From an optimization exercise on the open Yosys and OpenROAD flow, aimed at small area, a short achievable clock period and few clock cycles per item; shortcuts taken in it are not production practice. Only simulation tests tie the RTL to the original design; equivalence was not proved. Power is estimated from default activity; no workload was simulated.

**design/flow/design.v**
```verilog
module gsm7_alpha (
    input  wire        clk,
    input  wire        rst,           
    input  wire        cmd_valid,
    output wire        cmd_ready,
    input  wire [2:0]  cmd_op,
    input  wire [15:0] cmd_len,
    input  wire        in_valid,
    output wire        in_ready,
    input  wire [31:0] in_data,
    output reg         out_valid,
    input  wire        out_ready,
    output wire [20:0] out_data,
    output reg         res_valid,
    input  wire        res_ready,
    output wire [7:0]  res_err,
    output wire [15:0] res_count
);
    reg         idle;         
    reg         inr;          
    reg         is_dec, is_val;
    reg  [1:0]  pol;
    reg         imm, ie1;
    reg  [10:0] rem;          
    reg         st;           
    reg         flt;          
    reg         r_v, s_v;
    reg  [10:0] r_e, s_e;
    reg  [13:0] od;
    reg  [4:0]  err;          
    reg  [11:0] cnt;
    assign cmd_ready = idle;
    assign in_ready  = inr;
    assign out_data  = {7'd0, od};
    assign res_err   = {3'd0, err};
    assign res_count = {4'd0, cnt};
    wire acc = in_valid && inr;
    wire [32:0] i_i = {is_dec, in_data};
    wire [3:0]  i_f;
    wire i_00_;
    wire i_01_;
    wire i_02_;
    wire i_03_;
    wire i_04_;
    wire i_05_;
    wire i_06_;
    wire i_07_;
    wire i_08_;
    wire i_09_;
    wire i_10_;
    wire i_11_;
    wire i_12_;
    wire i_13_;
    wire i_14_;
    wire i_15_;
    wire i_16_;
    wire i_17_;
    wire i_18_;
    wire i_19_;
    wire i_20_;
    wire i_21_;
    wire i_22_;
    wire i_23_;
    wire i_24_;
    wire i_25_;
    wire i_26_;
    wire i_27_;
    wire i_28_;
    wire i_29_;
    wire i_30_;
    wire i_31_;
    wire i_32_;
    wire i_33_;
    wire i_34_;
    wire i_35_;
    wire i_36_;
    wire i_37_;
    wire i_38_;
    wire i_39_;
    wire i_40_;
    wire i_41_;
    wire i_42_;
    wire i_43_;
    wire i_44_;
    wire i_45_;
    wire i_46_;
    wire i_in_bad;
    wire i_in_gk;
    wire i_in_lo;
    assign i_00_ = ~i_i[20];
    assign i_01_ = ~(i_i[17] | i_i[16]);
    assign i_02_ = i_i[19] | i_i[18];
    assign i_03_ = i_01_ & ~(i_02_);
    assign i_04_ = ~(i_03_ & i_00_);
    assign i_05_ = i_i[31] | i_i[29];
    assign i_06_ = i_05_ | i_i[30];
    assign i_07_ = i_i[26] | i_i[25];
    assign i_08_ = i_i[28] | i_i[27];
    assign i_09_ = i_08_ | i_07_;
    assign i_10_ = i_i[22] | i_i[21];
    assign i_11_ = i_i[24] | i_i[23];
    assign i_12_ = i_11_ | i_10_;
    assign i_13_ = i_12_ | i_09_;
    assign i_14_ = i_13_ | i_06_;
    assign i_15_ = ~(i_14_ | i_04_);
    assign i_16_ = ~(i_i[3] & i_i[2]);
    assign i_17_ = i_i[4] | ~(i_i[5]);
    assign i_18_ = i_17_ | i_16_;
    assign i_19_ = i_i[15] | i_i[14];
    assign i_20_ = i_i[0] | i_i[1];
    assign i_21_ = i_20_ | i_19_;
    assign i_22_ = i_21_ | i_18_;
    assign i_23_ = i_i[11] | i_i[10];
    assign i_24_ = i_i[8] | i_i[9];
    assign i_25_ = ~(i_24_ | i_23_);
    assign i_26_ = i_i[6] | ~(i_i[7]);
    assign i_27_ = i_i[12] | ~(i_i[13]);
    assign i_28_ = i_27_ | i_26_;
    assign i_29_ = i_28_ | ~(i_25_);
    assign i_30_ = ~(i_29_ | i_22_);
    assign i_31_ = ~(i_30_ & i_15_);
    assign i_f[0] = i_31_ & i_i[7];
    assign i_32_ = i_i[13] | i_i[12];
    assign i_33_ = i_32_ | i_19_;
    assign i_34_ = i_15_ & ~(i_33_);
    assign i_in_lo = i_34_ & i_25_;
    assign i_35_ = ~(i_i[12] & i_i[11]);
    assign i_36_ = i_i[14] & ~(i_i[13]);
    assign i_37_ = ~(i_36_ & i_i[15]);
    assign i_38_ = i_37_ | i_35_;
    assign i_39_ = i_38_ | i_04_;
    assign i_40_ = ~i_i[32];
    assign i_41_ = ~((i_03_ | i_00_) & i_40_);
    assign i_42_ = ~(i_41_ | i_14_);
    assign i_in_bad = ~((i_42_ & i_39_) | i_in_lo);
    assign i_43_ = i_i[9] & i_i[7];
    assign i_44_ = ~(i_43_ & i_i[8]);
    assign i_45_ = i_44_ | i_23_;
    assign i_46_ = i_45_ | ~(i_34_);
    assign i_in_gk = ~(i_46_ & i_31_);
    assign i_f[3:1] = { i_in_bad, i_in_lo, i_in_gk };
    wire [10:0] in_e = {i_f, in_data[6:0]};
    wire        r_bad = r_e[10];
    wire        r_lo  = r_e[9];
    wire        r_gk  = r_e[8];
    wire [7:0]  b     = r_e[7:0];
    wire        is_enc = !is_dec && !is_val;
    wire        esc    = st;
    wire        half   = st;
    wire        alla   = st;
    wire [12:0] t_i = {is_dec, st, st, r_e[9:0]};
    wire [15:0] t_y;
    wire t_000_;
    wire t_001_;
    wire t_002_;
    wire t_003_;
    wire t_004_;
    wire t_005_;
    wire t_006_;
    wire t_007_;
    wire t_008_;
    wire t_009_;
    wire t_010_;
    wire t_011_;
    wire t_012_;
    wire t_013_;
    wire t_014_;
    wire t_015_;
    wire t_016_;
    wire t_017_;
    wire t_018_;
    wire t_019_;
    wire t_020_;
    wire t_021_;
    wire t_022_;
    wire t_023_;
    wire t_024_;
    wire t_025_;
    wire t_026_;
    wire t_027_;
    wire t_028_;
    wire t_029_;
    wire t_030_;
    wire t_031_;
    wire t_032_;
    wire t_033_;
    wire t_034_;
    wire t_035_;
    wire t_036_;
    wire t_037_;
    wire t_038_;
    wire t_039_;
    wire t_040_;
    wire t_041_;
    wire t_042_;
    wire t_043_;
    wire t_044_;
    wire t_045_;
    wire t_046_;
    wire t_047_;
    wire t_048_;
    wire t_049_;
    wire t_050_;
    wire t_051_;
    wire t_052_;
    wire t_053_;
    wire t_054_;
    wire t_055_;
    wire t_056_;
    wire t_057_;
    wire t_058_;
    wire t_059_;
    wire t_060_;
    wire t_061_;
    wire t_062_;
    wire t_063_;
    wire t_064_;
    wire t_065_;
    wire t_066_;
    wire t_067_;
    wire t_068_;
    wire t_069_;
    wire t_070_;
    wire t_071_;
    wire t_072_;
    wire t_073_;
    wire t_074_;
    wire t_075_;
    wire t_076_;
    wire t_077_;
    wire t_078_;
    wire t_079_;
    wire t_080_;
    wire t_081_;
    wire t_082_;
    wire t_083_;
    wire t_084_;
    wire t_085_;
    wire t_086_;
    wire t_087_;
    wire t_088_;
    wire t_089_;
    wire t_090_;
    wire t_091_;
    wire t_092_;
    wire t_093_;
    wire t_094_;
    wire t_095_;
    wire t_096_;
    wire t_097_;
    wire t_098_;
    wire t_099_;
    wire t_100_;
    wire t_101_;
    wire t_102_;
    wire t_103_;
    wire t_104_;
    wire t_105_;
    wire t_106_;
    wire t_107_;
    wire t_108_;
    wire t_109_;
    wire t_110_;
    wire t_111_;
    wire t_112_;
    wire t_113_;
    wire t_114_;
    wire t_115_;
    wire t_116_;
    wire t_117_;
    wire t_118_;
    wire t_119_;
    wire t_120_;
    wire t_121_;
    wire t_122_;
    wire t_123_;
    wire t_124_;
    wire t_125_;
    wire t_126_;
    wire t_127_;
    wire t_128_;
    wire t_129_;
    wire t_130_;
    wire t_131_;
    wire t_132_;
    wire t_133_;
    wire t_134_;
    wire t_135_;
    wire t_136_;
    wire t_137_;
    wire t_138_;
    wire t_139_;
    wire t_140_;
    wire t_141_;
    wire t_142_;
    wire t_143_;
    wire t_144_;
    wire t_145_;
    wire t_146_;
    wire t_147_;
    wire t_148_;
    wire t_149_;
    wire t_150_;
    wire t_151_;
    wire t_152_;
    wire t_153_;
    wire t_154_;
    wire t_155_;
    wire t_156_;
    wire t_157_;
    wire t_158_;
    wire t_159_;
    wire t_160_;
    wire t_161_;
    wire t_162_;
    wire t_163_;
    wire t_164_;
    wire t_165_;
    wire t_166_;
    wire t_167_;
    wire t_168_;
    wire t_169_;
    wire t_170_;
    wire t_171_;
    wire t_172_;
    wire t_173_;
    wire t_174_;
    wire t_175_;
    wire t_176_;
    wire t_177_;
    wire t_178_;
    wire t_179_;
    wire t_180_;
    wire t_181_;
    wire t_182_;
    wire t_183_;
    wire t_184_;
    wire t_185_;
    wire t_186_;
    wire t_187_;
    wire t_188_;
    wire t_189_;
    wire t_190_;
    wire t_191_;
    wire t_192_;
    wire t_193_;
    wire t_194_;
    wire t_195_;
    wire t_196_;
    wire t_197_;
    wire t_198_;
    wire t_199_;
    wire t_200_;
    wire t_201_;
    wire t_202_;
    wire t_203_;
    wire t_204_;
    wire t_205_;
    wire t_206_;
    wire t_207_;
    wire t_208_;
    wire t_209_;
    wire t_210_;
    wire t_211_;
    wire t_212_;
    wire t_213_;
    wire t_214_;
    wire t_215_;
    wire t_216_;
    wire t_217_;
    wire t_218_;
    wire t_219_;
    wire t_220_;
    wire t_221_;
    wire t_222_;
    wire t_223_;
    wire t_224_;
    wire t_225_;
    wire t_226_;
    wire t_227_;
    wire t_228_;
    wire t_229_;
    wire t_230_;
    wire t_231_;
    wire t_232_;
    wire t_233_;
    wire t_234_;
    wire t_235_;
    wire t_236_;
    wire t_237_;
    wire t_238_;
    wire t_239_;
    wire t_240_;
    wire t_241_;
    wire t_242_;
    wire t_243_;
    wire t_244_;
    wire t_245_;
    wire t_246_;
    wire t_247_;
    wire t_248_;
    wire t_249_;
    wire t_250_;
    wire t_251_;
    wire t_252_;
    wire t_253_;
    wire t_254_;
    wire t_255_;
    wire t_256_;
    wire t_257_;
    wire t_258_;
    wire t_259_;
    wire t_260_;
    wire t_261_;
    wire t_262_;
    wire t_263_;
    wire t_264_;
    wire t_265_;
    wire t_266_;
    wire t_267_;
    wire t_268_;
    wire t_269_;
    wire t_270_;
    wire t_271_;
    wire t_272_;
    wire t_273_;
    wire t_274_;
    wire t_275_;
    wire t_276_;
    wire t_277_;
    wire t_278_;
    wire t_279_;
    wire t_280_;
    wire t_281_;
    wire t_282_;
    wire t_283_;
    wire t_284_;
    wire t_285_;
    wire t_286_;
    wire t_287_;
    wire t_288_;
    wire t_289_;
    wire t_290_;
    wire t_291_;
    wire t_292_;
    wire t_293_;
    wire t_294_;
    wire t_295_;
    wire t_296_;
    wire t_297_;
    wire t_298_;
    wire t_299_;
    wire t_300_;
    wire t_301_;
    wire t_302_;
    wire t_303_;
    wire t_304_;
    wire t_305_;
    wire t_306_;
    wire t_307_;
    wire t_308_;
    wire t_309_;
    wire t_310_;
    wire t_311_;
    wire t_312_;
    wire t_313_;
    wire t_314_;
    wire t_315_;
    wire t_316_;
    wire t_317_;
    wire t_318_;
    wire t_319_;
    wire t_320_;
    wire t_321_;
    wire t_322_;
    wire t_323_;
    wire t_324_;
    assign t_155_ = ~t_i[7];
    assign t_165_ = ~t_i[2];
    assign t_176_ = ~(t_i[3] | t_i[0]);
    assign t_186_ = ~(t_i[4] | t_i[1]);
    assign t_197_ = ~(t_186_ & t_176_);
    assign t_207_ = t_165_ & ~(t_197_);
    assign t_217_ = ~(t_207_ & t_155_);
    assign t_228_ = ~t_i[1];
    assign t_238_ = ~t_i[0];
    assign t_249_ = t_i[3] & t_i[2];
    assign t_260_ = t_238_ & ~(t_249_);
    assign t_262_ = t_228_ & ~(t_260_);
    assign t_263_ = t_i[0] | ~(t_i[4]);
    assign t_264_ = t_263_ | ~(t_262_);
    assign t_265_ = t_i[4] & t_i[3];
    assign t_266_ = t_i[0] & t_i[1];
    assign t_267_ = ~((t_266_ | t_i[2]) & t_265_);
    assign t_268_ = t_i[4] & ~(t_i[3]);
    assign t_269_ = ~(t_i[2] | t_i[1]);
    assign t_270_ = t_i[2] & t_i[1];
    assign t_271_ = ~(t_270_ | t_269_);
    assign t_272_ = t_i[2] & t_i[0];
    assign t_273_ = ~(t_i[2] | t_i[0]);
    assign t_274_ = t_273_ | t_272_;
    assign t_275_ = ~(t_274_ | t_271_);
    assign t_276_ = ~(t_275_ & t_268_);
    assign t_277_ = ~(t_276_ & t_197_);
    assign t_278_ = ~((t_267_ & t_155_) | t_277_);
    assign t_279_ = ~((t_264_ | t_155_) & t_278_);
    assign t_280_ = ~(t_279_ & t_217_);
    assign t_281_ = t_i[4] & ~(t_i[6]);
    assign t_282_ = ~(t_281_ & t_272_);
    assign t_283_ = t_i[9] & ~(t_i[8]);
    assign t_284_ = ~(t_283_ & t_i[5]);
    assign t_285_ = ~((t_282_ & t_280_) | t_284_);
    assign t_286_ = ~((t_i[3] & t_i[1]) | t_i[6]);
    assign t_287_ = ~(t_i[7] | t_i[6]);
    assign t_288_ = ~t_287_;
    assign t_289_ = ~(t_i[5] | t_i[1]);
    assign t_290_ = ~t_289_;
    assign t_291_ = ~((t_290_ & t_288_) | t_176_);
    assign t_292_ = ~((t_290_ | t_288_) & t_291_);
    assign t_293_ = t_i[7] & ~(t_i[6]);
    assign t_294_ = ~t_293_;
    assign t_295_ = t_i[0] & ~(t_i[4]);
    assign t_296_ = t_295_ & ~(t_i[1]);
    assign t_297_ = t_i[1] & ~(t_i[0]);
    assign t_298_ = t_297_ | t_268_;
    assign t_299_ = ~((t_298_ | t_296_) & t_294_);
    assign t_300_ = t_i[7] | ~(t_i[6]);
    assign t_301_ = t_186_ & ~(t_i[0]);
    assign t_302_ = ~t_301_;
    assign t_303_ = ~((t_302_ | t_294_) & (t_300_ | t_i[4]));
    assign t_304_ = t_299_ & ~(t_303_);
    assign t_305_ = ~((t_304_ & t_292_) | t_165_);
    assign t_306_ = t_286_ & ~(t_305_);
    assign t_307_ = t_285_ & ~(t_306_);
    assign t_308_ = t_i[4] & ~(t_i[2]);
    assign t_309_ = t_295_ | ~(t_263_);
    assign t_310_ = ~(t_309_ & t_i[1]);
    assign t_311_ = t_i[2] & ~(t_i[4]);
    assign t_312_ = t_311_ | t_308_;
    assign t_313_ = ~(t_312_ | t_310_);
    assign t_314_ = ~t_313_;
    assign t_315_ = ~t_i[3];
    assign t_316_ = t_i[4] & t_i[1];
    assign t_317_ = ~(t_316_ | t_186_);
    assign t_318_ = t_317_ & ~(t_315_);
    assign t_319_ = t_i[2] & ~(t_318_);
    assign t_320_ = ~((t_319_ & t_314_) | (t_308_ & t_275_));
    assign t_321_ = ~(t_i[0] | t_i[1]);
    assign t_322_ = t_165_ & ~(t_309_);
    assign t_323_ = t_322_ | ~(t_321_);
    assign t_324_ = t_i[0] & ~(t_249_);
    assign t_000_ = t_323_ & ~(t_324_);
    assign t_001_ = ~(t_289_ & t_i[3]);
    assign t_002_ = t_001_ | t_000_;
    assign t_003_ = t_320_ & ~(t_002_);
    assign t_004_ = ~t_i[5];
    assign t_005_ = ~((t_264_ & t_197_) | t_004_);
    assign t_006_ = t_i[4] | t_i[3];
    assign t_007_ = t_i[2] & ~(t_006_);
    assign t_008_ = ~(t_i[4] & t_i[2]);
    assign t_009_ = ~(t_266_ & t_i[3]);
    assign t_010_ = t_004_ & ~(t_009_);
    assign t_011_ = t_010_ & ~(t_008_);
    assign t_012_ = t_011_ | t_007_;
    assign t_013_ = t_012_ | t_005_;
    assign t_014_ = t_013_ | t_003_;
    assign t_015_ = t_i[7] & t_i[6];
    assign t_016_ = t_015_ & t_014_;
    assign t_017_ = t_004_ & ~(t_300_);
    assign t_018_ = ~t_i[4];
    assign t_019_ = t_266_ & ~(t_i[2]);
    assign t_020_ = t_i[2] & ~(t_266_);
    assign t_021_ = ~(t_020_ | t_019_);
    assign t_022_ = ~(t_i[6] | t_i[5]);
    assign t_023_ = ~t_022_;
    assign t_024_ = ~((t_023_ | t_i[0]) & (t_021_ | t_018_));
    assign t_025_ = ~t_024_;
    assign t_026_ = t_i[1] & ~(t_i[3]);
    assign t_027_ = t_i[3] & ~(t_i[1]);
    assign t_028_ = ~((t_027_ | t_026_) & t_238_);
    assign t_029_ = t_186_ | ~(t_272_);
    assign t_030_ = ~(t_029_ & t_006_);
    assign t_031_ = t_028_ & ~(t_030_);
    assign t_032_ = t_i[7] | t_i[4];
    assign t_033_ = t_274_ & ~(t_032_);
    assign t_034_ = ~((t_033_ & t_031_) | (t_025_ & t_017_));
    assign t_035_ = t_295_ & ~(t_i[3]);
    assign t_036_ = ~t_269_;
    assign t_037_ = ~((t_302_ & t_036_) | t_315_);
    assign t_038_ = ~t_i[6];
    assign t_039_ = ~((t_297_ & t_268_) | t_038_);
    assign t_040_ = t_039_ & ~(t_037_);
    assign t_041_ = t_i[5] & ~(t_040_);
    assign t_042_ = ~((t_035_ | t_294_) & t_041_);
    assign t_043_ = ~(t_042_ & t_034_);
    assign t_044_ = ~(t_043_ | t_016_);
    assign t_045_ = t_283_ & ~(t_044_);
    assign t_046_ = ~(t_045_ | t_307_);
    assign t_047_ = ~(t_i[3] | t_i[2]);
    assign t_048_ = ~(t_047_ & t_289_);
    assign t_049_ = t_i[5] & ~(t_i[4]);
    assign t_050_ = t_i[4] & ~(t_i[5]);
    assign t_051_ = t_i[9] | ~(t_i[8]);
    assign t_052_ = t_293_ & ~(t_051_);
    assign t_053_ = ~((t_050_ | t_049_) & t_052_);
    assign t_054_ = t_053_ | ~(t_048_);
    assign t_055_ = t_293_ & ~(t_271_);
    assign t_056_ = ~t_055_;
    assign t_057_ = ~(t_005_ | t_279_);
    assign t_058_ = t_207_ | t_038_;
    assign t_059_ = t_283_ & ~(t_058_);
    assign t_060_ = t_059_ & ~(t_057_);
    assign t_061_ = t_305_ | ~(t_321_);
    assign t_062_ = ~((t_249_ | t_i[5]) & t_297_);
    assign t_063_ = ~((t_i[5] & t_i[3]) | t_019_);
    assign t_064_ = t_063_ & ~(t_053_);
    assign t_065_ = t_287_ & ~(t_051_);
    assign t_066_ = ~((t_065_ & t_301_) | (t_064_ & t_062_));
    assign t_067_ = t_061_ & ~(t_066_);
    assign t_068_ = ~(t_067_ | t_060_);
    assign t_069_ = ~((t_056_ | t_046_) & t_068_);
    assign t_070_ = ~t_069_;
    assign t_071_ = t_315_ & ~(t_273_);
    assign t_072_ = t_i[5] & ~(t_071_);
    assign t_073_ = ~((t_072_ & t_036_) | (t_070_ & t_054_));
    assign t_074_ = t_046_ & ~(t_073_);
    assign t_y[14] = ~t_074_;
    assign t_075_ = ~t_186_;
    assign t_076_ = ~((t_075_ | t_165_) & t_038_);
    assign t_077_ = t_i[7] | ~(t_i[3]);
    assign t_078_ = t_077_ | ~(t_283_);
    assign t_079_ = t_076_ & ~(t_078_);
    assign t_080_ = t_079_ & t_024_;
    assign t_081_ = ~(t_080_ | t_067_);
    assign t_082_ = t_284_ | ~(t_266_);
    assign t_083_ = t_016_ & ~(t_082_);
    assign t_y[15] = t_083_ | ~(t_081_);
    assign t_084_ = t_004_ & ~(t_322_);
    assign t_085_ = ~(t_001_ & t_197_);
    assign t_086_ = ~((t_050_ & t_026_) | t_085_);
    assign t_087_ = t_086_ & ~(t_084_);
    assign t_088_ = t_i[11] | ~(t_i[12]);
    assign t_089_ = t_249_ | ~(t_281_);
    assign t_090_ = ~(t_089_ | t_088_);
    assign t_y[8] = t_090_ & ~(t_087_);
    assign t_091_ = t_267_ & ~(t_058_);
    assign t_092_ = ~t_i[11];
    assign t_093_ = ~((t_296_ & t_249_) | t_087_);
    assign t_094_ = t_091_ | t_207_;
    assign t_095_ = t_093_ & ~(t_094_);
    assign t_096_ = ~t_324_;
    assign t_097_ = ~(t_274_ & t_315_);
    assign t_098_ = t_260_ & ~(t_018_);
    assign t_099_ = ~((t_098_ & t_097_) | (t_096_ & t_i[1]));
    assign t_100_ = t_095_ & ~(t_099_);
    assign t_101_ = ~((t_i[5] & t_i[3]) | t_100_);
    assign t_102_ = ~(t_287_ & t_228_);
    assign t_103_ = ~(t_102_ | t_312_);
    assign t_104_ = t_103_ & ~(t_101_);
    assign t_105_ = ~((t_017_ & t_207_) | t_092_);
    assign t_106_ = t_105_ & ~(t_104_);
    assign t_107_ = t_249_ & ~(t_310_);
    assign t_108_ = t_107_ & ~(t_042_);
    assign t_109_ = t_106_ & ~(t_108_);
    assign t_110_ = ~t_265_;
    assign t_111_ = t_286_ & ~(t_270_);
    assign t_112_ = t_111_ & t_110_;
    assign t_113_ = t_022_ & ~(t_112_);
    assign t_114_ = t_i[2] & ~(t_i[1]);
    assign t_115_ = t_i[6] & ~(t_i[3]);
    assign t_116_ = ~((t_115_ & t_114_) | t_113_);
    assign t_117_ = t_093_ | t_032_;
    assign t_118_ = ~((t_117_ | t_116_) & t_109_);
    assign t_119_ = t_118_ & ~(t_092_);
    assign t_120_ = ~t_119_;
    assign t_121_ = ~((t_120_ | t_091_) & t_i[12]);
    assign t_122_ = t_i[6] & ~(t_091_);
    assign t_123_ = t_092_ & ~(t_122_);
    assign t_124_ = t_095_ | ~(t_123_);
    assign t_y[7] = t_124_ & ~(t_121_);
    assign t_125_ = ~((t_285_ & t_i[6]) | t_069_);
    assign t_126_ = ~t_i[12];
    assign t_127_ = t_i[10] | ~(t_y[15]);
    assign t_128_ = ~((t_127_ | t_y[14]) & t_126_);
    assign t_129_ = ~t_122_;
    assign t_130_ = ~(t_048_ | t_309_);
    assign t_131_ = t_i[6] & ~(t_011_);
    assign t_132_ = ~((t_131_ | t_130_) & (t_129_ | t_i[4]));
    assign t_133_ = ~t_132_;
    assign t_134_ = t_i[3] & ~(t_i[4]);
    assign t_135_ = t_i[2] & ~(t_268_);
    assign t_136_ = ~((t_135_ & t_022_) | t_134_);
    assign t_137_ = t_093_ & ~(t_136_);
    assign t_138_ = t_137_ | t_i[11];
    assign t_139_ = ~((t_138_ | t_133_) & t_i[12]);
    assign t_y[6] = ~((t_139_ | t_109_) & (t_128_ | t_125_));
    assign t_140_ = t_i[0] | ~(t_i[2]);
    assign t_141_ = ~(t_265_ & t_092_);
    assign t_142_ = t_141_ | t_023_;
    assign t_143_ = ~((t_142_ & t_120_) | (t_140_ & t_228_));
    assign t_144_ = t_132_ & ~(t_031_);
    assign t_145_ = t_i[11] | t_i[5];
    assign t_146_ = ~((t_145_ | t_144_) & t_i[12]);
    assign t_147_ = ~t_081_;
    assign t_148_ = t_074_ & ~(t_147_);
    assign t_149_ = t_300_ | ~(t_057_);
    assign t_150_ = ~(t_149_ | t_100_);
    assign t_151_ = ~t_150_;
    assign t_152_ = ~(t_041_ & t_155_);
    assign t_153_ = ~((t_152_ | t_095_) & t_151_);
    assign t_154_ = t_153_ | t_307_;
    assign t_156_ = ~(t_154_ | t_148_);
    assign t_y[5] = ~((t_156_ | t_128_) & (t_146_ | t_143_));
    assign t_157_ = ~(t_148_ | t_128_);
    assign t_158_ = ~((t_273_ & t_i[1]) | t_272_);
    assign t_159_ = ~((t_115_ | t_022_) & t_158_);
    assign t_160_ = t_238_ ? t_i[1] : t_004_;
    assign t_161_ = t_122_ & ~(t_160_);
    assign t_162_ = t_i[8] ? t_004_ : t_i[7];
    assign t_163_ = ~((t_162_ | t_161_) & (t_159_ | t_262_));
    assign t_164_ = t_263_ & ~(t_315_);
    assign t_166_ = t_164_ & ~(t_084_);
    assign t_167_ = t_i[7] & ~(t_111_);
    assign t_168_ = t_167_ & ~(t_166_);
    assign t_169_ = t_i[8] | ~(t_i[7]);
    assign t_170_ = ~(t_169_ | t_115_);
    assign t_171_ = t_165_ ? t_i[0] : t_170_;
    assign t_172_ = t_171_ & t_168_;
    assign t_173_ = ~((t_163_ & t_032_) | t_172_);
    assign t_174_ = ~t_109_;
    assign t_175_ = t_028_ & ~(t_272_);
    assign t_177_ = t_175_ | t_i[6];
    assign t_178_ = ~((t_177_ & t_009_) | (t_038_ & t_i[5]));
    assign t_179_ = t_159_ | t_i[4];
    assign t_180_ = t_178_ & ~(t_179_);
    assign t_181_ = ~((t_122_ & t_049_) | t_088_);
    assign t_182_ = ~((t_178_ | t_018_) & t_181_);
    assign t_183_ = ~((t_182_ | t_180_) & (t_174_ | t_126_));
    assign t_y[4] = ~((t_173_ & t_157_) | t_183_);
    assign t_184_ = t_i[4] | ~(t_i[8]);
    assign t_185_ = ~(t_122_ | t_077_);
    assign t_187_ = t_185_ | t_168_;
    assign t_188_ = ~t_i[8];
    assign t_189_ = t_110_ & ~(t_035_);
    assign t_190_ = ~((t_189_ | t_188_) & t_151_);
    assign t_191_ = t_076_ | t_317_;
    assign t_192_ = ~((t_191_ & t_190_) | (t_187_ & t_184_));
    assign t_193_ = t_122_ | t_022_;
    assign t_194_ = ~((t_273_ & t_i[1]) | t_313_);
    assign t_195_ = ~((t_194_ & t_193_) | t_315_);
    assign t_196_ = ~((t_023_ | t_320_) & t_181_);
    assign t_198_ = ~((t_196_ | t_195_) & (t_118_ | t_126_));
    assign t_y[3] = ~((t_192_ & t_157_) | t_198_);
    assign t_199_ = t_075_ & ~(t_020_);
    assign t_200_ = ~((t_281_ & t_266_) | t_301_);
    assign t_201_ = ~((t_199_ | t_i[3]) & t_200_);
    assign t_202_ = ~((t_201_ & t_004_) | (t_133_ & t_272_));
    assign t_203_ = t_202_ | t_091_;
    assign t_204_ = t_318_ | ~(t_193_);
    assign t_205_ = ~((t_204_ & t_165_) | t_088_);
    assign t_206_ = ~((t_205_ & t_203_) | (t_119_ & t_028_));
    assign t_208_ = ~(t_034_ & t_010_);
    assign t_209_ = ~(t_172_ | t_305_);
    assign t_210_ = t_209_ & t_208_;
    assign t_211_ = t_268_ | t_155_;
    assign t_212_ = t_008_ & ~(t_211_);
    assign t_213_ = t_212_ & t_072_;
    assign t_214_ = t_210_ & ~(t_213_);
    assign t_y[2] = ~((t_214_ & t_157_) | (t_206_ & t_128_));
    assign t_215_ = t_122_ & ~(t_014_);
    assign t_216_ = t_026_ & ~(t_308_);
    assign t_218_ = t_311_ | ~(t_009_);
    assign t_219_ = t_218_ | t_216_;
    assign t_220_ = ~(t_324_ & t_265_);
    assign t_221_ = t_295_ | t_092_;
    assign t_222_ = ~((t_221_ & t_023_) | (t_274_ & t_315_));
    assign t_223_ = ~((t_222_ & t_220_) | t_i[1]);
    assign t_224_ = ~((t_223_ & t_129_) | (t_219_ & t_022_));
    assign t_225_ = t_215_ | ~(t_224_);
    assign t_226_ = t_225_ | t_106_;
    assign t_227_ = t_095_ & ~(t_i[7]);
    assign t_229_ = ~((t_227_ | t_016_) & t_228_);
    assign t_230_ = t_i[1] & ~(t_227_);
    assign t_231_ = ~((t_095_ | t_155_) & t_230_);
    assign t_232_ = t_312_ & ~(t_260_);
    assign t_233_ = ~((t_232_ & t_170_) | (t_000_ & t_i[8]));
    assign t_234_ = ~((t_231_ | t_147_) & t_233_);
    assign t_235_ = t_229_ & ~(t_234_);
    assign t_y[1] = ~((t_235_ & t_157_) | (t_226_ & t_i[12]));
    assign t_236_ = ~(t_268_ & t_228_);
    assign t_237_ = t_i[7] & ~(t_134_);
    assign t_239_ = ~((t_237_ & t_236_) | (t_184_ & t_238_));
    assign t_240_ = ~((t_210_ & t_016_) | t_239_);
    assign t_241_ = ~((t_210_ | t_056_) & t_240_);
    assign t_242_ = t_321_ | t_i[5];
    assign t_243_ = t_242_ | t_165_;
    assign t_244_ = ~t_190_;
    assign t_245_ = t_i[0] & ~(t_114_);
    assign t_246_ = ~((t_036_ & t_188_) | t_i[4]);
    assign t_247_ = ~((t_269_ & t_i[8]) | (t_110_ & t_263_));
    assign t_248_ = t_247_ | t_246_;
    assign t_250_ = ~((t_248_ | t_279_) & (t_245_ | t_244_));
    assign t_251_ = ~((t_250_ & t_243_) | (t_241_ & t_151_));
    assign t_252_ = t_i[0] ? t_165_ : t_i[5];
    assign t_253_ = ~(t_252_ & t_119_);
    assign t_254_ = t_136_ & ~(t_228_);
    assign t_255_ = ~((t_215_ | t_238_) & t_254_);
    assign t_256_ = t_122_ & ~(t_i[4]);
    assign t_257_ = ~((t_256_ | t_i[0]) & (t_112_ | t_023_));
    assign t_258_ = t_257_ & ~(t_100_);
    assign t_259_ = t_092_ & ~(t_258_);
    assign t_261_ = ~((t_259_ & t_255_) | t_126_);
    assign t_y[0] = ~((t_261_ & t_253_) | (t_251_ & t_157_));
    assign t_y[13] = ~(t_121_ | t_120_);
    assign t_y[12:9] = { 3'h0, t_y[8] };
    wire [1:0]  cls   = t_y[15:14];      
    wire [13:0] t_d   = t_y[13:0];
    wire        alpha = cls[1] ^ cls[0];
    wire xd = r_lo && (b == 8'h0A || b == 8'h14 || b == 8'h28 || b == 8'h29 || b == 8'h2F ||
                       b == 8'h3C || b == 8'h3D || b == 8'h3E || b == 8'h40 || b == 8'h65);
    wire xe = (r_gk && b == 8'h2C) ||
              (r_lo && (b == 8'h0C || b == 8'h5B || b == 8'h5C || b == 8'h5D || b == 8'h5E ||
                        b == 8'h7B || b == 8'h7C || b == 8'h7D || b == 8'h7E));
    wire can_out = !out_valid || out_ready;
    wire pe      = r_v && !res_valid;
    wire go      = pe && can_out;
    wire f13  = r_bad;
    wire f14  = is_dec && !esc && b[7];
    wire fna  = is_enc && !alpha && (pol[0] == pol[1]);      
    wire flt_now = go && !flt && (f13 || f14 || fna);
    wire [4:0] f_code = {f13 || f14, 1'b0, f14 && !f13, f13 || (fna && pol[0]), f13 || (fna && !pol[0])};
    wire emit = !flt && (is_dec ? (esc || (b != 8'h1B && !b[7])) : (!is_val && (alpha || pol != 2'd2)));
    wire keep = !flt && !r_bad && (is_dec ? (esc && !xd) : (!is_val && xe && !half));
    wire cons = go && !keep;
    wire drained = ((rem == 11'd0) || imm) && !r_v && !s_v;
    wire tail    = !idle && is_dec && esc && !flt && drained;
    wire tail_go = tail && can_out;
    wire fin     = !idle && drained && !tail && !res_valid && can_out;
    wire r_v_n = cons ? (s_v || acc) : (r_v || acc);
    wire r_ld  = !r_v || cons;
    wire s_v_n = cons ? (s_v && acc) : (s_v || (r_v && acc));
    wire rem1  = (rem == 11'd1);
    wire c_op  = (cmd_op[2:1] == 2'b11);
    wire c_len = (cmd_len > 16'd1024);
    wire c_imm = c_op || c_len;
    always @(posedge clk) begin
        r_e <= ({11{r_ld && !s_v}} & in_e) | ({11{r_ld && s_v}} & s_e) | ({11{!r_ld}} & r_e);
        if (!s_v || cons)
            s_e <= in_e;
        if (go || tail_go)
            od <= tail ? 14'h00A0 : t_d;
        if (idle) begin
            is_dec <= (cmd_op == 3'd5);
            is_val <= (cmd_op == 3'd4);
            pol    <= cmd_op[1:0];
            imm    <= c_imm;
            ie1    <= !c_op;
            rem    <= cmd_len[10:0];
            st     <= (cmd_op == 3'd4) && (cmd_len != 16'd0);
            flt    <= 1'b0;
        end else begin
            rem <= rem - {10'd0, acc};
            if (go && !flt) begin
                if (is_dec)      st <= !esc && (b == 8'h1B);
                else if (is_val) st <= alla && alpha;
                else             st <= xe && !half;
            end
            if (flt_now) flt <= 1'b1;
            if (tail_go) st <= 1'b0;
        end
        if (rst) begin
            idle      <= 1'b1;
            inr       <= 1'b0;
            r_v       <= 1'b0;
            s_v       <= 1'b0;
            out_valid <= 1'b0;
            res_valid <= 1'b0;
            err       <= 5'd0;
            cnt       <= 12'd0;
        end else begin
            r_v <= r_v_n;
            s_v <= s_v_n;
            out_valid <= (go && emit) || tail_go || (out_valid && !out_ready);
            res_valid <= fin || (res_valid && !res_ready);
            if (idle)
                idle <= !cmd_valid;
            else if (fin)
                idle <= 1'b1;
            if (idle)
                inr <= cmd_valid && !c_imm && (cmd_len != 16'd0);
            else
                inr <= !imm && (rem != 11'd0) && !(rem1 && acc) && !(r_v_n && s_v_n);
            if (res_valid && res_ready)
                err <= 5'd0;
            else if (fin && imm)
                err <= {3'b100, ie1, 1'b0};
            else if (flt_now)
                err <= f_code;
            if (res_valid && res_ready)
                cnt <= 12'd0;
            else if (fin && (flt || is_val))
                cnt <= {11'd0, is_val && !imm && alla && !flt};
            else
                cnt <= cnt + {11'd0, out_valid && out_ready};
        end
    end
endmodule
```
**design/flow/flow/run.sh**
```bash
#!/bin/bash
# The standard layout (standard.sh), with plain buf_1 cells as the port buffers
# instead of the default choice (repair_timing resizes them where timing needs it).
set -euo pipefail
bash standard.sh BUFFER_PORTS_ARGS="-buffer_cell sky130_fd_sc_hd__buf_1" SKIP_GATE_CLONING=1 finish > standard.log 2>&1
```
**design/flow/standard.sh**
```bash
#!/bin/bash
# synth_recipe.tcl (not shown) runs the flow's synth.tcl, then flattens the netlist and writes it again
# the make line also repeats each setting of config.mk as NAME=value (left out here)
make -C /OpenROAD-flow-scripts/flow DESIGN_CONFIG=/design/flow/config.mk WORK_HOME=/design/flow/orfs CLKGATE_MAP_FILE= SYNTH_SCRIPT=/design/flow/synth_recipe.tcl "${@:-finish}"
```
**design/flow/config.mk**
```make
export PLATFORM = sky130hd
export DESIGN_NAME = gsm7_alpha
export DESIGN_NICKNAME = gsm7_alpha
export VERILOG_FILES = /design/flow/design.v
export SDC_FILE = /design/flow/constraint.sdc
export NUM_CORES = 4
export LEC_CHECK = 0
export ABC_AREA = 1
export CAP_MARGIN = 20
export CORE_MARGIN = 2
export CORE_UTILIZATION = 40
export CTS_BUF_LIST = sky130_fd_sc_hd__clkbuf_8
export CTS_CLUSTER_SIZE = 40
export SETUP_SLACK_MARGIN = 5
export SLEW_MARGIN = 20
```
**design/flow/constraint.sdc**
```tcl
create_clock -name core_clock -period 8.0 [get_ports {clk}]
set_input_delay 1.6000 -clock core_clock [delete_from_list [all_inputs] [get_ports {clk}]]
set_output_delay 1.6000 -clock core_clock [all_outputs]
set_load 0.01 [all_outputs]
```
==> run_results.csv <==
group,metric,value,unit
yosys,synth_top_cell_by_area,"dfxtp_1",
final_layout,fillers,1394,
yosys,synth_ff_type,"dfxtp_1",
drt,ant_nets,0,
critical_path,arrival,3.11,ns
critical_path,critPathCapture,"od[2]",
global_routing,grtUsageTotal,23.8,%
die,die_w,119,µm
die,chipHeight,119,µm
global_routing,antenna_found_initial,0,
clock_tree,clk_root_buffer_cell,"clkbuf_8",
yosys,synth_seq_cells,73,
global_routing,grt_pass1_wl,26.7,mm
critical_path,r2r_cells,17,
power,power,0.947,mW
yosys,synth_edf_count,28,
sta,min_period_over_period,36.0,%
drt,vias,5820,
drt,wirelength,17.0,mm
yosys,ys_warn_count,1,
placed_design,portBuffers,87,
yosys,seq_area_frac_synth,32.7,%
yosys,syn_area,0.00533,mm²
sta,period_needed,2.88,ns
power,p_leak,2.57,nW
die,io-pin-count,106,
sta,relSlewSlack,48.6,%
die,dieArea,0.0143,mm²
critical_path,r2r_slack,5.12,ns
yosys,yosysMostFrequentCell,"nand2_1",
drt,dr.pass1.iters,6,
drt,vias_per_cell,5.56,
sta,worst_slack,5.12,ns
sta,drv_slew,0,
sta,tns,0,ns
final_layout,utilization,47.1,%
clock_tree,clk_pin_slew,0.08,ns
yosys,synth.distinct_cells,48,
critical_path,reg2reg_to,"od[2]",
final_layout,drive_gt1_share,11.0,%
yosys,synthCells,772,
critical_path,reg2reg_from,"r_e[4]",
drt,wire_per_inst,16.3,µm
final_layout,ff_latch_area,0.00177,mm²
drt,drt_iter0_drc,676,
clock_tree,cts_tree,"built",
clock_tree,clock_latency,0.37,ns
critical_path,crit_path_start_kind,"register",
sta,rsz0062_at_grt,"true",
sta,fmax,347,MHz
final_layout,area_growth,16.0,%
yosys,synth.area.top_cells,"dfxtp_1 (17%), edfxtp_1 (16%), nand2_1 (11%), nor2_1 (6.5%), inv_1 (6.1%)",
run_status,outcome,"no timing/DRC/antenna violations",
yosys,syn_area_per_cell,6.91,µm²
clock_tree,numCtsBuffers,9,
global_routing,first_global_vias,5189,
critical_path,worstSetupStartpoint,"r_e[4]",
die,core_area,0.0131,mm²
critical_path,critical_path_class,"register to register",
global_routing,grt-ovfl-total,0,
placed_design,routabilityCongestion,1.10,
critical_path,slowest_stage,"dfxtp_1",
hold_path,hold_path.class,"register to register",
clock_tree,clock_sink_count,73,
yosys,synthArstFlopShare,0,%
critical_path,worstPathRequired,8.24,ns
power,peakVddDrop,0.170,mV
sta,hold_viol,0,
sta,worst_pin_slew,0.764,ns
placed_design,place_ws,4.48,ns
final_layout,nNetsFinal,945,
final_layout,final_cells,1046,
placed_design,dp.final_hpwl,12.8,mm
run,drv_cap,0,
critical_path,critPathMaxFanout,17,
die,rows,42,
clock_tree,cts.path.max_buffers,2,
sta,finalSetupViolCount,0,
sta,clock_skew,0.00914,ns
clock_tree,cts-htree-levels,3,
yosys,synthTopCellsByCount,"nand2_1 (155), nor2_1 (92), inv_1 (87)",
critical_path,cp-end-kind,"register",
placed_design,post-place-cells,1015,
final_layout,multi_input_area,0.00310,mm²
critical_path,cp_cell_sequence,"buf_12 > inv_8 > ha_4 > inv_2 > nor2_4 > nand2_2 > nand3_2 > inv_1 > nor2_1 > inv_2 > o21ai_1 > o21ai_0 > a21oi_1 > o21ai_0 > nand2_1 > a31oi_1 > nor2_1",
global_routing,grt_max_degree,24,
yosys,yosysTopAreaCellShare,16.9,%
drt,drc,0,
critical_path,critical_path.max_stage_delay,0.33,ns
final_layout,n_antenna_cell,0,
power,power_density,153,mW/mm²
die,start_util,40.6,%
through the flow:
step	hold slack, ns	area (µm²)
finish	0.463	6190
CTS	0.472	6000
detailed placement	0.447	5700
global placement	0.441	5700
global route	0.492	6190
floorplan	0.429	5400
worst min path at each step:
stage	startpoint	endpoint	slack (ns)	cells after the start
6_report	s_e[5]	r_e[5]	0.46	2
5_1_grt	err[4]	err[4]	0.49	2
4_1_cts	s_e[5]	r_e[5]	0.47	2
3_5_place_dp	s_e[5]	r_e[5]	0.45	2
3_3_place_gp	s_e[5]	r_e[5]	0.44	2
2_1_floorplan	s_e[5]	r_e[5]	0.43	2
power breakdown:
| group | leakage, nW | total, mW | switching (mW) | internal (mW) |
|---|---|---|---|---|
| sequential | 0.650 | 0.424 | 0.0196 | 0.404 |
| clock | 0.115 | 0.320 | 0.144 | 0.176 |
| combinational | 1.81 | 0.203 | 0.137 | 0.0662 |
worst max-delay path, delay by kind of cell, from the launching register on:
family	cells	cell delay [ns]
DFF	1	0.33
adders and majority gates	1	0.17
AOI/OAI and AO/OA	5	0.81
buffers and inverters	5	0.59
and+or+nand+nor	6	0.83
sequential cells by signal (all words and copies together), names as in the netlist, 2 cells and up:
register,cells
pol,2
s_e,11
cnt,12
r_e,11
od,10
err,4
rem,11
logic make-up (layout without fill, tap and decap cells):
kind of cell	Yosys count	in the layout	share of synthesized area, %
fa+ha+maj	23	23	5.40
buf+inv	139	220	12.0
xor+xnor	8	8	1.31
simple gates	390	390	33.6
compound gates	138	138	15.0
flops	73	73	32.7
other cells	1	18	0.0703
area by class of cell:
type	count	share of cell area [%]
well taps	176	3.56
repair buffers	105	7.87
flip-flops and latches	73	28.5
clock buffers	9	2.00
clock inverters	7	1.54
multi-input cells	577	50.1
inverters	99	6.43
routing by layer:
layer	GRT usage, %	part of all wire, %
met2	35.3	43
met1	30.9	41
met5	0	0
met3	7.14	11
met4	12.6	4.9
cells in the final DEF (no fill, tap or decap), types with 3 or more instances in the layout:
cell      count
dfxtp_1      38
xor2_1        6
a211oi_1      4
nand2_1     150
nor3_1       18
nor4_1       13
dfxtp_4       6
a41oi_1       3
nand4_1      22
a21oi_2       3
nor2_1       89
a21oi_1      38
buf_4        16
buf_1        87
o21ai_0      44
o21ai_1       8
o31ai_1       3
nand3_2       3
nor2_2        6
a31oi_1       8
nand3_1      55
or2_2         5
conb_1       18
ha_1         22
inv_2         9
o211ai_1     16
inv_1        86
nand2_2       9
nor3b_2       4
clkbuf_8      9
edfxtp_1     28
o22ai_1       4
repair_timing:
item	in CTS	in global routing
gates resized for setup	18	35
buffers inserted	5	10
hold buffers	0	0
hold endpoints to repair	0	0
setup endpoints to repair	40	43
pin swaps	1	2
Testbench counts, summed over its fixed seeds: cycles 38,358, items 35,725.

-- port drivers added, routing unchanged --
In the flow no input, the clock included, has a driving cell. The finished layout below was timed again as built, in two steps.
Step 1 (the two cells are an assumption about what drives the block):
set clk [get_ports {clk}]
set_driving_cell -lib_cell sky130_fd_sc_hd__clkbuf_16 $clk
set_driving_cell -lib_cell sky130_fd_sc_hd__buf_2 [delete_from_list [all_inputs] $clk]
Step 2, shift: input delay + t, output delay - t, t = (earliest + latest rising clock arrival at the registers) / 2. This alone moves slack from input paths to output paths.
Three values: no drivers, after step 1, after step 2; two values: the first two.
t (ns): 0.401
setup WS [ns]: 5.121 / 5.121 / 4.754
hold WS [ns]: 0.463 / 0.463 / 0.463
clock arrival spread, ns: 0.009 / 0.010
cell pins on the clock port's net: 1
After both steps this run still meets setup and hold. For this run, drivers alone change the setup slack by 0.000 ns; drivers and shift together by -0.367 ns.
